Background: an optimization exercise with open tools, aiming at small area, a short achievable clock period and few clock cycles. Do not read the settings as production practice. Power and IR drop assume default switching activity.

==> build 30: inputs <==
==> flow/design.v (excerpt) <==
module vfdc (
    input  wire          clk,
    input  wire          rst,               
    input  wire          cfg_layout_b,      
    input  wire          cfg_halt_policy,   
    input  wire          in_valid,
    input  wire [31:0]   in_data,
    output wire          in_ready,
    output reg           out_valid,
    output reg  [2:0]    out_st,
    output reg  [1:0]    out_kind,
    output reg  [2:0]    out_acc,
    output reg  [23:0]   out_frame24,
    output reg  [7:0]    out_computed,
    output reg           out_msg_valid,
    output reg  [7:0]    out_msg_len,
    output wire [2039:0] out_msg_data,
    output reg           out_key_valid,
    output wire [7:0]    out_key_code,
    output wire [4:0]    out_key_flags,
    output wire          viol,
    output wire          halt
);
==> flow/config.mk <==
export PLATFORM = sky130hd
export DESIGN_NAME = vfdc
export DESIGN_NICKNAME = vfdc
export VERILOG_FILES = /design/flow/design.v
export SDC_FILE = /design/flow/constraint.sdc
export NUM_CORES = 4
export LEC_CHECK = 0
export CAP_MARGIN = 20
export CORE_AREA = 5 5 755 755
export DIE_AREA = 0 0 760 760
export PLACE_DENSITY = 0.6
export SETUP_SLACK_MARGIN = 5
export SLEW_MARGIN = 20
==> flow/constraint.sdc <==
create_clock -name core_clock -period 9.0 [get_ports {clk}]
set_input_delay 1.8000 -clock core_clock [delete_from_list [all_inputs] [get_ports {clk}]]
set_output_delay 1.8000 -clock core_clock [all_outputs]
set_load 0.01 [all_outputs]
run.sh (not shown) runs the stock make flow with config.mk's settings and CLKGATE_MAP_FILE= SYNTH_SCRIPT=/design/flow/synth_recipe.tcl, a recipe that flattens the netlist after the stock synthesis.
==> trial 68: changes against build 30 <==
==> flow/flow/run.sh (new file) <==
#!/bin/bash
# Layout flow: the standard flow (standard synthesis unchanged), with
#  - every port buffered by sky130_fd_sc_hd__buf_1 instead of the default
#    buffer cell buffer_ports picks;
#  - pins placed one routing track apart, so that the 2100-odd ports fit on
#    the edge of a die sized for the cells.
# Each make step writes its full log under orfs/logs/; this script's own
# output goes to run_flow.log.
set -euo pipefail
export BUFFER_PORTS_ARGS="-buffer_cell sky130_fd_sc_hd__buf_1"
export PLACE_PINS_ARGS="-min_distance 1 -min_distance_in_tracks"
bash standard.sh finish > run_flow.log 2>&1
==> flow/standard.sh (new file) <==
#!/bin/bash
# synth_recipe.tcl (not shown) runs the flow's synth.tcl, then flattens the netlist and writes it again
# the make line also repeats each setting of config.mk as NAME=value (left out here)
make -C /OpenROAD-flow-scripts/flow DESIGN_CONFIG=/design/flow/config.mk WORK_HOME=/design/flow/orfs CLKGATE_MAP_FILE= SYNTH_SCRIPT=/design/flow/synth_recipe.tcl "${@:-finish}"
Settings changed: CORE_AREA 5 5 755 755 to 5 5 495 495, DIE_AREA 0 0 760 760 to 0 0 500 500, PLACE_DENSITY 0.6 to 0.55.
removed: flow/run.sh
==> run notes <==
Combinational Power between 500 and 600 uW; RR Startpoint halt_q$_SDFFE_PP0P_; Fmax approximately 250 MHz; grt met1 use 29.5%; status no timing/DRC/antenna violations; WS Path Type reg2out; WL/cell 32.0 um; clock network area share 8.75%; Max Buffers Root-to-Sink 3; Power, Total 19900 uW
That was trial 68.
==> run notes <==
Combinational Power slightly above 600 uW; WL/cell roughly 23 um; clock network area share 7.40%; most used routing layer met2; status no timing/DRC/antenna violations; WS Path Type reg2reg; Fmax ~260 MHz; Max Buffers Root-to-Sink 4; grt met1 use between 10% and 20%
That was build 30.
No run of this note included a check of the RTL's function; only the layout flow was run.

========
==> inputs of exp/sierra <==
==> flow/design.v <==
module vfdc (
    input  wire          clk,
    input  wire          rst,               
    input  wire          cfg_layout_b,      
    input  wire          cfg_halt_policy,   
    input  wire          in_valid,
    input  wire [31:0]   in_data,
    output wire          in_ready,
    output reg           out_valid,
    output reg  [2:0]    out_st,
    output reg  [1:0]    out_kind,
    output reg  [2:0]    out_acc,
    output reg  [23:0]   out_frame24,
    output reg  [7:0]    out_computed,
    output reg           out_msg_valid,
    output reg  [7:0]    out_msg_len,
    output wire [2039:0] out_msg_data,
    output reg           out_key_valid,
    output wire [7:0]    out_key_code,
    output wire [4:0]    out_key_flags,
    output wire          viol,
    output wire          halt
);
    localparam [2:0] ST_OK       = 3'd0;
    localparam [2:0] ST_CSUM     = 3'd1;
    localparam [2:0] ST_INV_META = 3'd2;
    localparam [2:0] ST_INV_DATA = 3'd3;
    localparam [2:0] ST_HALTED   = 3'd4;
    localparam [1:0] K_DECL = 2'd0;
    localparam [1:0] K_EOM  = 2'd1;
    localparam [1:0] K_DATA = 2'd2;
    localparam [1:0] K_KEY  = 2'd3;
    localparam [2:0] A_NONE       = 3'd0;
    localparam [2:0] A_DECLARED   = 3'd1;
    localparam [2:0] A_APPENDED   = 3'd2;
    localparam [2:0] A_IGNORED    = 3'd3;
    localparam [2:0] A_COMPLETED  = 3'd4;
    localparam [2:0] A_TERMINATED = 3'd5;
    assign in_ready = 1'b1;
    wire [23:0] raw = in_data[23:0];
    wire       a_meta    = raw[23];
    wire [3:0] a_type    = raw[22:19];
    wire [3:0] a_seq     = raw[18:15];
    wire [6:0] a_csum    = raw[14:8];
    wire [7:0] a_payload = raw[7:0];
    wire [3:0] b_seq     = raw[23:20];
    wire [6:0] b_csum    = raw[19:13];
    wire [7:0] b_key     = raw[12:5];
    wire [4:0] b_flags   = raw[4:0];
    wire [8:0] a_sum = {8'd0, a_meta} + {5'd0, a_type} + {5'd0, a_seq} + {1'b0, a_payload};
    wire [8:0] b_sum = {5'd0, b_seq} + {1'b0, b_key}
                     + {8'd0, b_flags[4]} + {8'd0, b_flags[3]} + {8'd0, b_flags[2]}
                     + {8'd0, b_flags[1]} + {8'd0, b_flags[0]};
    wire [8:0] a_avg = a_sum / 9'd4;
    wire [8:0] b_avg = b_sum / 9'd7;
    wire [7:0] computed = cfg_layout_b ? b_avg[7:0] : a_avg[7:0];
    wire [6:0] csum     = cfg_layout_b ? b_csum : a_csum;
    wire       csum_ok  = (computed == {1'b0, csum});
    reg        s1_valid;
    reg [23:0] s1_raw;
    reg [7:0]  s1_computed;
    reg        s1_ok;
    reg        s1_lb;
    reg        s1_hp;
    always @(posedge clk) begin
        if (rst)
            s1_valid <= 1'b0;
        else
            s1_valid <= in_valid;
        s1_raw      <= raw;
        s1_computed <= computed;
        s1_ok       <= csum_ok;
        s1_lb       <= cfg_layout_b;
        s1_hp       <= cfg_halt_policy;
    end
    reg  [7:0] len_q;           
    reg  [7:0] rem_q;           
    reg        viol_q;
    reg        halt_q;
    assign viol = viol_q;
    assign halt = halt_q;
    wire       p_meta    = s1_raw[23];
    wire [3:0] p_type    = s1_raw[22:19];
    wire [7:0] p_payload = s1_raw[7:0];
    wire is_decl = p_meta  & (p_type == 4'h0);
    wire is_eom  = p_meta  & (p_type == 4'hF);
    wire is_data = ~p_meta & (p_type == 4'h0);
    wire run     = s1_valid & ~halt_q;           
    wire a_ok    = run & s1_ok & ~s1_lb;         
    wire do_decl = a_ok & is_decl;
    wire do_eom  = a_ok & is_eom;
    wire do_data = a_ok & is_data;
    wire do_bad  = a_ok & ~is_decl & ~is_eom & ~is_data;
    wire room    = (rem_q != 8'd0);
    wire last    = (rem_q == 8'd1);
    wire do_wr   = do_data & room;
    wire [7:0] len_inc = len_q + 8'd1;
    reg  [2:0] st;
    reg  [1:0] kind;
    reg  [2:0] acc;
    reg        emit_msg;
    reg  [7:0] msg_len;
    always @(*) begin
        st       = ST_OK;
        kind     = K_DECL;
        acc      = A_NONE;
        emit_msg = 1'b0;
        msg_len  = len_q;
        if (halt_q) begin
            st = ST_HALTED;
        end else if (!s1_ok) begin
            st = ST_CSUM;
        end else if (s1_lb) begin
            kind = K_KEY;
        end else if (is_decl) begin
            acc = A_DECLARED;
        end else if (is_eom) begin
            kind     = K_EOM;
            acc      = A_TERMINATED;
            emit_msg = 1'b1;
        end else if (is_data) begin
            kind = K_DATA;
            if (!room) begin
                acc = A_IGNORED;
            end else if (last) begin
                acc      = A_COMPLETED;
                emit_msg = 1'b1;
                msg_len  = len_inc;
            end else begin
                acc = A_APPENDED;
            end
        end else begin
            st = p_meta ? ST_INV_META : ST_INV_DATA;
        end
    end
    always @(posedge clk) begin
        if (rst) begin
            len_q  <= 8'd0;
            rem_q  <= 8'd0;
            viol_q <= 1'b0;
            halt_q <= 1'b0;
        end else begin
            if (do_decl) begin
                len_q <= 8'd0;
                rem_q <= p_payload;
            end else if (do_eom || (do_wr && last)) begin
                len_q <= 8'd0;
                rem_q <= 8'd0;
            end else if (do_wr) begin
                len_q <= len_inc;
                rem_q <= rem_q - 8'd1;
            end
            if (do_bad) begin
                viol_q <= 1'b1;
                if (s1_hp)
                    halt_q <= 1'b1;
            end
        end
    end
    always @(posedge clk) begin
        if (rst)
            out_valid <= 1'b0;
        else
            out_valid <= s1_valid;
        out_st        <= st;
        out_kind      <= kind;
        out_acc       <= acc;
        out_frame24   <= s1_raw;
        out_computed  <= halt_q ? 8'd0 : s1_computed;
        out_msg_valid <= emit_msg;
        out_msg_len   <= msg_len;
        out_key_valid <= ~halt_q & s1_ok & s1_lb;
    end
    assign out_key_code  = out_frame24[12:5];
    assign out_key_flags = out_frame24[4:0];
    wire clr = do_decl;
    genvar gi;
    generate
        for (gi = 0; gi < 255; gi = gi + 1) begin : g_buf
            reg  [7:0] buf_q;
            wire       we = do_wr & (len_q == gi);
            always @(posedge clk)
                buf_q <= (buf_q & {8{~clr}}) | (p_payload & {8{we}});
            assign out_msg_data[gi*8 +: 8] = buf_q;
        end
    endgenerate
endmodule
==> flow/run.sh <==
#!/bin/bash
# synth_recipe.tcl (not shown) runs the flow's synth.tcl, then flattens the netlist and writes it again
# the make line also repeats each setting of config.mk as NAME=value (left out here)
make -C /OpenROAD-flow-scripts/flow DESIGN_CONFIG=/design/flow/config.mk WORK_HOME=/design/flow/orfs CLKGATE_MAP_FILE= SYNTH_SCRIPT=/design/flow/synth_recipe.tcl finish
==> flow/config.mk <==
export PLATFORM = sky130hd
export DESIGN_NAME = vfdc
export DESIGN_NICKNAME = vfdc
export VERILOG_FILES = /design/flow/design.v
export SDC_FILE = /design/flow/constraint.sdc
export NUM_CORES = 4
export LEC_CHECK = 0
export CAP_MARGIN = 20
export CORE_AREA = 5 5 755 755
export DIE_AREA = 0 0 760 760
export PLACE_DENSITY = 0.35
export SETUP_SLACK_MARGIN = 5
export SLEW_MARGIN = 20
==> flow/constraint.sdc <==
create_clock -name core_clock -period 9.0 [get_ports {clk}]
set_input_delay 1.8000 -clock core_clock [delete_from_list [all_inputs] [get_ports {clk}]]
set_output_delay 1.8000 -clock core_clock [all_outputs]
set_load 0.01 [all_outputs]
==> inputs of exp/garnet, as changes to exp/sierra <==
==> flow/design.v (replaced) <==
module vfdc (
    input  wire          clk,
    input  wire          rst,               
    input  wire          cfg_layout_b,      
    input  wire          cfg_halt_policy,   
    input  wire          in_valid,
    input  wire [31:0]   in_data,
    output wire          in_ready,
    output reg           out_valid,
    output reg  [2:0]    out_st,
    output reg  [1:0]    out_kind,
    output reg  [2:0]    out_acc,
    output reg  [23:0]   out_frame24,
    output reg  [7:0]    out_computed,
    output reg           out_msg_valid,
    output reg  [7:0]    out_msg_len,
    output wire [2039:0] out_msg_data,
    output reg           out_key_valid,
    output reg  [7:0]    out_key_code,
    output reg  [4:0]    out_key_flags,
    output wire          viol,
    output wire          halt
);
    localparam [2:0] ST_OK       = 3'd0;
    localparam [2:0] ST_CSUM     = 3'd1;
    localparam [2:0] ST_INV_META = 3'd2;
    localparam [2:0] ST_INV_DATA = 3'd3;
    localparam [2:0] ST_HALTED   = 3'd4;
    localparam [1:0] K_DECL = 2'd0;
    localparam [1:0] K_EOM  = 2'd1;
    localparam [1:0] K_DATA = 2'd2;
    localparam [1:0] K_KEY  = 2'd3;
    localparam [2:0] A_NONE       = 3'd0;
    localparam [2:0] A_DECLARED   = 3'd1;
    localparam [2:0] A_APPENDED   = 3'd2;
    localparam [2:0] A_IGNORED    = 3'd3;
    localparam [2:0] A_COMPLETED  = 3'd4;
    localparam [2:0] A_TERMINATED = 3'd5;
    reg  [7:0] cap_q;           
    reg  [7:0] len_q;           
    reg        viol_q;
    reg        halt_q;
    assign in_ready = 1'b1;
    assign viol     = viol_q;
    assign halt     = halt_q;
    wire fire = in_valid & in_ready;
    wire [23:0] raw = in_data[23:0];
    wire       a_meta    = raw[23];
    wire [3:0] a_type    = raw[22:19];
    wire [3:0] a_seq     = raw[18:15];
    wire [6:0] a_csum    = raw[14:8];
    wire [7:0] a_payload = raw[7:0];
    wire [3:0] b_seq     = raw[23:20];
    wire [6:0] b_csum    = raw[19:13];
    wire [7:0] b_key     = raw[12:5];
    wire [4:0] b_flags   = raw[4:0];
    wire [8:0] a_sum = {8'd0, a_meta} + {5'd0, a_type} + {5'd0, a_seq} + {1'b0, a_payload};
    wire [8:0] b_sum = {5'd0, b_seq} + {1'b0, b_key}
                     + {8'd0, b_flags[4]} + {8'd0, b_flags[3]} + {8'd0, b_flags[2]}
                     + {8'd0, b_flags[1]} + {8'd0, b_flags[0]};
    wire [8:0] a_avg = a_sum / 9'd4;
    wire [8:0] b_avg = b_sum / 9'd7;
    wire [7:0] computed = cfg_layout_b ? b_avg[7:0] : a_avg[7:0];
    wire [6:0] csum     = cfg_layout_b ? b_csum : a_csum;
    wire       csum_ok  = (computed == {1'b0, csum});
    wire is_decl     = a_meta  & (a_type == 4'h0);
    wire is_eom      = a_meta  & (a_type == 4'hF);
    wire is_data     = ~a_meta & (a_type == 4'h0);
    wire is_inv_meta = a_meta  & ~is_decl & ~is_eom;
    reg  [2:0] st;
    reg  [1:0] kind;
    reg  [2:0] acc;
    reg        emit_msg;
    reg        emit_key;
    reg  [7:0] msg_len;
    reg  [7:0] cap_d;
    reg  [7:0] len_d;
    reg        buf_we;
    reg        viol_d;
    reg        halt_d;
    always @(*) begin
        st       = ST_OK;
        kind     = K_DECL;
        acc      = A_NONE;
        emit_msg = 1'b0;
        emit_key = 1'b0;
        msg_len  = 8'd0;
        cap_d    = cap_q;
        len_d    = len_q;
        buf_we   = 1'b0;
        viol_d   = viol_q;
        halt_d   = halt_q;
        if (halt_q) begin
            st = ST_HALTED;
        end else if (!csum_ok) begin
            st = ST_CSUM;
        end else if (cfg_layout_b) begin
            kind     = K_KEY;
            emit_key = 1'b1;
        end else if (is_decl) begin
            kind  = K_DECL;
            acc   = A_DECLARED;
            cap_d = a_payload;
            len_d = 8'd0;
        end else if (is_eom) begin
            kind     = K_EOM;
            acc      = A_TERMINATED;
            emit_msg = 1'b1;
            msg_len  = len_q;
            cap_d    = 8'd0;
            len_d    = 8'd0;
        end else if (is_data) begin
            kind = K_DATA;
            if (len_q >= cap_q) begin
                acc = A_IGNORED;
            end else begin
                buf_we = 1'b1;
                if (len_q + 8'd1 == cap_q) begin
                    acc      = A_COMPLETED;
                    emit_msg = 1'b1;
                    msg_len  = cap_q;
                    cap_d    = 8'd0;
                    len_d    = 8'd0;
                end else begin
                    acc   = A_APPENDED;
                    len_d = len_q + 8'd1;
                end
            end
        end else begin
            st     = is_inv_meta ? ST_INV_META : ST_INV_DATA;
            viol_d = 1'b1;
            if (cfg_halt_policy)
                halt_d = 1'b1;
        end
    end
    always @(posedge clk) begin
        if (rst) begin
            cap_q         <= 8'd0;
            len_q         <= 8'd0;
            viol_q        <= 1'b0;
            halt_q        <= 1'b0;
            out_valid     <= 1'b0;
            out_msg_valid <= 1'b0;
            out_key_valid <= 1'b0;
        end else begin
            out_valid     <= fire;
            out_msg_valid <= fire & emit_msg;
            out_key_valid <= fire & emit_key;
            if (fire) begin
                cap_q  <= cap_d;
                len_q  <= len_d;
                viol_q <= viol_d;
                halt_q <= halt_d;
            end
        end
    end
    always @(posedge clk) begin
        if (fire) begin
            out_st        <= st;
            out_kind      <= kind;
            out_acc       <= acc;
            out_frame24   <= raw;
            out_computed  <= halt_q ? 8'd0 : computed;
            out_msg_len   <= msg_len;
            out_key_code  <= b_key;
            out_key_flags <= b_flags;
        end
    end
    genvar gi;
    generate
        for (gi = 0; gi < 255; gi = gi + 1) begin : g_buf
            reg [7:0] buf_q;
            always @(posedge clk) begin
                if (fire && buf_we && len_q == gi)
                    buf_q <= a_payload;
            end
            assign out_msg_data[gi*8 +: 8] = buf_q;
        end
    endgenerate
endmodule
Settings changed: SETUP_SLACK_MARGIN 5 to not set.
==> inputs of exp/delta, as changes to exp/sierra <==
==> flow/flow/run.sh (new file) <==
#!/bin/bash
# Layout flow: the standard flow (standard synthesis unchanged), with
#  - every port buffered by sky130_fd_sc_hd__buf_1 instead of the default
#    buffer cell buffer_ports picks;
#  - pins placed one routing track apart, so that the 2100-odd ports fit on
#    the edge of a die sized for the cells.
# Each make step writes its full log under orfs/logs/; this script's own
# output goes to run_flow.log.
set -euo pipefail
export BUFFER_PORTS_ARGS="-buffer_cell sky130_fd_sc_hd__buf_1"
export PLACE_PINS_ARGS="-min_distance 1 -min_distance_in_tracks"
bash standard.sh finish > run_flow.log 2>&1
==> flow/standard.sh (new file) <==
#!/bin/bash
# synth_recipe.tcl (not shown) runs the flow's synth.tcl, then flattens the netlist and writes it again
# the make line also repeats each setting of config.mk as NAME=value (left out here)
make -C /OpenROAD-flow-scripts/flow DESIGN_CONFIG=/design/flow/config.mk WORK_HOME=/design/flow/orfs CLKGATE_MAP_FILE= SYNTH_SCRIPT=/design/flow/synth_recipe.tcl "${@:-finish}"
Settings changed: CORE_AREA 5 5 755 755 to 5 5 395 395, DIE_AREA 0 0 760 760 to 0 0 400 400, PLACE_DENSITY 0.35 to 0.6.
removed: flow/run.sh
==> reports/qor.yml <==
status:
  status: "no timing/DRC/antenna violations"
worst_setup_path:
  cp.arrival_ns: 6.67
  cp_max_fo: 4
timing:
  rsz0062_at_grt: "yes"
power:
  peakVddDrop_v: 0.000160
  combPwrFrac_pct: 3.5
place:
  pre_cts_ws_ns: 1.41
final_layout:
  mostFrequentLayoutCell: "dfxtp_1"
  nFlopsAndLatches: 2142
  multi_input_area_share_pct: 20.8
-- figures above: exp/sierra

==> reports/qor.yml <==
status:
  status: "no timing/DRC/antenna violations"
global_route:
  grt_pass1_vias: 40900
final_layout:
  clock_buffers: 304
  seq_share_pct: 57.7
  multi_input_area_share_pct: 3.98
  mostFrequentLayoutCell: "clkdlybuf4s50_1"
  final_area_um2: 109000
synth:
  synth_top_family_by_area: "simple AND/OR/NAND/NOR gates"
  synth_top_area_share_pct: 92.3
place:
  pre_cts_ws_ns: -0.737
worst_setup_path:
  cp_max_fo: 32
routing:
  drt_first_pass_iters: 7
min_path:
  hp-start: "cap_q[5]$_SDFFE_PP0P_"
timing:
  rsz0062_at_grt: "no"
power:
  combPwrFrac_pct: 3.9
  peakVddDrop_v: 0.000168
-- figures above: exp/garnet

==> reports/qor.yml <==
cts:
  cts_resized: 37
  clock-sinks: 2142
status:
  haltStage: "5_1_grt"
  status: "did not finish"
  error: "[ERROR GRT-0116] Global routing finished with congestion. Check the congestion regions in the DRC Viewer."
floorplanning:
  fp-row-count: 143
global_route:
  use_met3_pct: 19.2
place:
  pre_cts_ws_ns: 1.85
  dp_cells: 9059
synth:
  synth-simple-area-share_pct: 2.94
  ys_seq_elements: 2142
-- figures above: exp/delta

No functional check of the RTL was part of any run of this note.

## afterwards: timing with drivers on the ports
Ports are ideal in the flow. The routed layouts listed here were re-timed in OpenROAD.
Step 1 sets driving cells, clkbuf_16 on the clock port and buf_2 on the other inputs (assumed; they add their load-dependent delay and slew).
Step 2 also shifts input and output timing later by t, the mid clock arrival at the registers, as if the neighbouring blocks saw the same clock.
a / b / c = no drivers / after step 1 / after step 2; a / b = the first two.
| run | t, ns | slack for setup (ns) | clock arrival spread, ns | cell pins on the clock port's net |
|---|---|---|---|---|
| build 30 | 0.989 | 5.101 / 5.086 / 5.101 | 0.144 / 0.144 | 1 |
| trial 68 | 0.935 | 5.042 / 4.965 / 5.147 | 0.073 / 0.073 | 1 |
| exp/sierra | 0.978 | 3.162 / 3.180 / 2.202 | 0.105 / 0.105 | 1 |
| exp/garnet | 0.994 | 0.585 / 0.625 / -0.369 | 0.105 / 0.106 | 1 |
With both steps, setup timing fails in exp/garnet, where it was met with ideal ports. The setup slack of exp/sierra, which loses most, moves by +0.018 ns with the drivers and by -0.960 ns with both steps.
